Source: an optimization exercise on an open RTL-to-GDS flow (aim: small area, a short achievable clock period and few clock cycles per item). Production flows keep margins and buffers that such runs may drop.

==> flow/design.v <==
module nco_phase_step (
    input  wire        clk,
    input  wire        rst,         
    input  wire        in_valid,
    output wire        in_ready,
    input  wire [63:0] phase_in,
    input  wire [63:0] inc_in,
    output wire        out_valid,
    output reg  [63:0] phase_out,
    output reg  [31:0] p_out
);
    localparam [63:0] NAN64 = 64'h7FF8000000000000;
    localparam [31:0] NAN32 = 32'h7FC00000;
    localparam [53:0] YM1   = {1'b0, 1'b1, 52'h921FB54442D18};    
    localparam [53:0] YM2   = {1'b1, 52'h921FB54442D18, 1'b0};    
    reg         busy_q;
    assign in_ready = ~busy_q;
    wire accept = in_valid & ~busy_q;
    wire [10:0] i_ae = phase_in[62:52];
    wire [10:0] i_be = inc_in[62:52];
    wire [10:0] i_aee = (i_ae == 11'd0) ? 11'd1 : i_ae;
    wire [10:0] i_bee = (i_be == 11'd0) ? 11'd1 : i_be;
    wire [10:0] i_dab = i_aee - i_bee;
    wire [10:0] i_dba = i_bee - i_aee;
    wire in_slow = (i_ae >= 11'd1026) | (i_be >= 11'd1026) |
                   ((phase_in[63] ^ inc_in[63]) &
                    ((i_dab[10:1] == 10'd0) | (i_dba[10:1] == 10'd0)));
    reg         r0_valid, r0_slow;
    reg  [63:0] r0_a, r0_b;
    always @(posedge clk) begin
        r0_valid <= ~rst & accept;
        r0_slow  <= in_slow;
        r0_a     <= phase_in;
        r0_b     <= inc_in;
    end
    wire [10:0] a_e = r0_a[62:52];
    wire [10:0] b_e = r0_b[62:52];
    wire        swap  = r0_b[62:0] > r0_a[62:0];
    wire        equal = r0_b[62:0] == r0_a[62:0];
    wire [62:0] bgo   = swap ? r0_b[62:0] : r0_a[62:0];
    wire [62:0] sml   = swap ? r0_a[62:0] : r0_b[62:0];
    wire        eff_sub = r0_a[63] ^ r0_b[63];
    wire [10:0] a_ee = (a_e == 11'd0) ? 11'd1 : a_e;
    wire [10:0] b_ee = (b_e == 11'd0) ? 11'd1 : b_e;
    wire [10:0] d_ab = a_ee - b_ee;
    wire [10:0] d_ba = b_ee - a_ee;
    wire [10:0] dd   = swap ? d_ba : d_ab;
    reg         r1_valid, r1_nan, r1_slow, r1_sub, r1_zero, r1_s;
    reg  [62:0] r1_big;
    reg  [52:0] r1_small;
    reg  [5:0]  r1_d;
    always @(posedge clk) begin
        r1_valid <= ~rst & r0_valid;
        r1_nan   <= (a_e == 11'h7FF) | (b_e == 11'h7FF);
        r1_slow  <= r0_slow;
        r1_sub   <= eff_sub;
        r1_zero  <= eff_sub & equal;
        r1_s     <= swap ? r0_b[63] : r0_a[63];
        r1_big   <= bgo;
        r1_small <= {sml[62:52] != 11'd0, sml[51:0]};
        r1_d     <= (dd > 11'd63) ? 6'd63 : dd[5:0];
    end
    wire [10:0] b_bge  = r1_big[62:52];
    wire [55:0] big_x  = {b_bge != 11'd0, r1_big[51:0], 3'b000};
    reg  [55:0] al;
    reg         stk;
    integer     lv;
    always @(*) begin
        al  = {r1_small, 3'b000};
        stk = 1'b0;
        for (lv = 0; lv < 6; lv = lv + 1) begin
            if (r1_d[lv]) begin
                stk = stk | ((al & ((56'd1 << (1 << lv)) - 56'd1)) != 56'd0);
                al  = al >> (1 << lv);
            end
        end
    end
    wire [55:0] small_x = {al[55:1], al[0] | stk};
    wire [56:0] raw = r1_sub ? ({1'b0, big_x} - {1'b0, small_x})
                             : ({1'b0, big_x} + {1'b0, small_x});
    reg         r2_valid, r2_nan, r2_slow, r2_zero, r2_s;
    reg  [56:0] r2_raw;
    reg  [10:0] r2_ee;
    always @(posedge clk) begin
        r2_valid <= ~rst & r1_valid;
        r2_nan   <= r1_nan;
        r2_slow  <= r1_slow;
        r2_zero  <= r1_zero;
        r2_s     <= r1_s & ~r1_zero;
        r2_raw   <= raw;
        r2_ee    <= (b_bge == 11'd0) ? 11'd1 : b_bge;
    end
    reg  [52:0] nm;
    reg         ng, nst;
    reg  [11:0] ne;
    always @(*) begin
        if (r2_raw[56]) begin
            nm = r2_raw[56:4]; ng = r2_raw[3]; nst = r2_raw[2] | r2_raw[1] | r2_raw[0];
            ne = {1'b0, r2_ee} + 12'd1;
        end else if (r2_raw[55] || r2_ee == 11'd1) begin
            nm = r2_raw[55:3]; ng = r2_raw[2]; nst = r2_raw[1] | r2_raw[0];
            ne = {1'b0, r2_ee};
        end else begin
            nm = r2_raw[54:2]; ng = r2_raw[1]; nst = r2_raw[0];
            ne = {1'b0, r2_ee} - 12'd1;
        end
    end
    wire        up   = ng & (nst | nm[0]);
    wire [53:0] rm   = {1'b0, nm} + {53'd0, up};
    wire [52:0] c_m  = rm[53] ? rm[53:1] : rm[52:0];
    wire [11:0] c_e  = rm[53] ? ne + 12'd1 : ne;
    wire        c_ovf = (c_e >= 12'd2047);
    reg         r3_valid, r3_nan, r3_slow, r3_s;
    reg  [10:0] r3_e;
    reg  [52:0] r3_m;
    wire e_ge1025 = (r3_e >= 11'd1025);
    wire e_ge1026 = (r3_e >= 11'd1026);
    wire e_ge1027 = (r3_e >= 11'd1027);
    wire loop_n   = ~e_ge1025 & (r3_e > 11'd1) & ~r3_m[52];
    wire loop     = r3_valid & r3_slow & ~r3_nan & (e_ge1027 | loop_n);
    wire [53:0] x   = (e_ge1026 | loop_n) ? {r3_m, 1'b0} : {1'b0, r3_m};
    wire [54:0] dx1 = {1'b0, x} - {1'b0, YM1};
    wire [54:0] dx2 = {1'b0, x} - {1'b0, YM2};
    wire [52:0] r   = (e_ge1025 & ~dx2[54]) ? dx2[52:0] :
                      (e_ge1025 & ~dx1[54]) ? dx1[52:0] : x[52:0];
    always @(posedge clk) begin
        if (loop) begin
            r3_m <= r;
            r3_e <= r3_e - 11'd1;
        end else begin
            r3_nan  <= r2_nan | c_ovf;
            r3_slow <= r2_slow;
            r3_s    <= r2_s;
            r3_e    <= r2_zero ? 11'd1 : c_e[10:0];
            r3_m    <= c_m;
        end
    end
    wire [10:0] ksub = 11'd897 - r3_e;
    reg         r4_valid, r4_nan, r4_s, r4_fm, r4_sub;
    reg  [52:0] r4_r;
    reg  [10:0] r4_eb;
    reg  [4:0]  r4_ks;
    always @(posedge clk) begin
        r4_valid <= ~rst & r3_valid & ~loop;
        r4_nan   <= r3_nan;
        r4_s     <= r3_s;
        r4_fm    <= e_ge1025;
        r4_sub   <= ~e_ge1025 & ~(r3_m[52] & (r3_e >= 11'd897));
        r4_r     <= r;
        r4_eb    <= e_ge1025 ? 11'd1025 : r3_e;
        r4_ks    <= (r3_e <= 11'd871) ? 5'd26 : ksub[4:0];
    end
    reg  [5:0]  lzr;
    integer     j;
    always @(*) begin
        lzr = 6'd53;
        for (j = 0; j < 53; j = j + 1)
            if (r4_r[j]) lzr = 6'd52 - j[5:0];
    end
    wire [5:0]  lz = r4_fm ? lzr : 6'd0;
    wire [52:0] mn = r4_r << lz;
    wire [10:0] en = r4_eb - {5'd0, lz};
    wire [63:0] ph = r4_nan ? NAN64 : {r4_s, mn[52] ? en : 11'd0, mn[51:0]};
    reg  [25:0] ts;
    integer     lv2;
    always @(*) begin
        ts = {r4_r[52:29], r4_r[28], r4_r[27:0] != 28'd0};
        for (lv2 = 0; lv2 < 5; lv2 = lv2 + 1) begin
            if (r4_ks[lv2])
                ts = {26'd0, ts} >> (1 << lv2) |
                     {25'd0, (ts & ((26'd1 << (1 << lv2)) - 26'd1)) != 26'd0};
        end
    end
    wire [25:0] tn  = {mn[52:29], mn[28], mn[27:0] != 28'd0};
    wire [25:0] t   = r4_sub ? ts : tn;
    wire [10:0] e32 = en - 11'd896;
    wire [7:0]  ef  = (~r4_sub & mn[52]) ? e32[7:0] : 8'd0;
    wire        nup = t[1] & (t[0] | t[2]);
    wire [30:0] pb  = {ef, t[24:2]} + {30'd0, nup};
    wire [31:0] pn  = r4_nan ? NAN32 : {r4_s, pb};
    reg r5_valid;
    assign out_valid = r5_valid;
    always @(posedge clk) begin
        r5_valid  <= ~rst & r4_valid;
        phase_out <= ph;
        p_out     <= pn;
    end
    always @(posedge clk) begin
        if (rst) begin
            r3_valid <= 1'b0;
            busy_q   <= 1'b0;
        end else begin
            if (!loop) r3_valid <= r2_valid;
            if (accept & in_slow)
                busy_q <= 1'b1;
            else if (r3_valid & r3_slow & ~loop)
                busy_q <= 1'b0;
        end
    end
endmodule
make LEC_CHECK=0 CAP_MARGIN=20 CORE_MARGIN=2 CORE_UTILIZATION=40 SLEW_MARGIN=20 finish   # period 25.0 ns
run.sh (not shown) runs the stock make flow with config.mk's settings and CLKGATE_MAP_FILE= SYNTH_SCRIPT=/design/flow/synth_recipe.tcl, a recipe that flattens the netlist after the stock synthesis.
The first run ran to the end with no violations.
Rerun with:
- ABC_AREA: default -> 1
The changed run finished clean; routed wire length falls by 15%; via count falls by 2.7%; cell count rises by about 10%.
No functional check of the RTL was part of any run of this note.

[port drivers added, routing unchanged]
How much do the figures lean on ideal ports? The routed layouts below were timed once more, with nothing changed but the port constraints. Step 1: set_driving_cell puts a clkbuf_16 on clk and a buf_2 on each other input, an assumption about the parent block. Step 2 times the ports against the registers' clock, not the clock port: input delays grow and output delays shrink by t, the midpoint of the rising clock arrivals with the driver on. a / b / c = ideal / step 1 / step 2; a / b = the first two.
run | shift t [ns] | setup slack, ns | latest minus earliest clock arrival (ns) | worst slew at a driven data input, ns | pins driven straight from the clock port
the first run | 0.712 | 16.419 / 16.469 / 15.756 | 0.033 / 0.033 | 0.07 | 1
the second run | 0.710 | 16.781 / 16.825 / 16.115 | 0.045 / 0.046 | 0.06 | 1
After both steps every run listed still meets setup and hold. The setup slack of the second run, which loses most, moves by +0.044 ns with the drivers and by -0.666 ns with both steps.
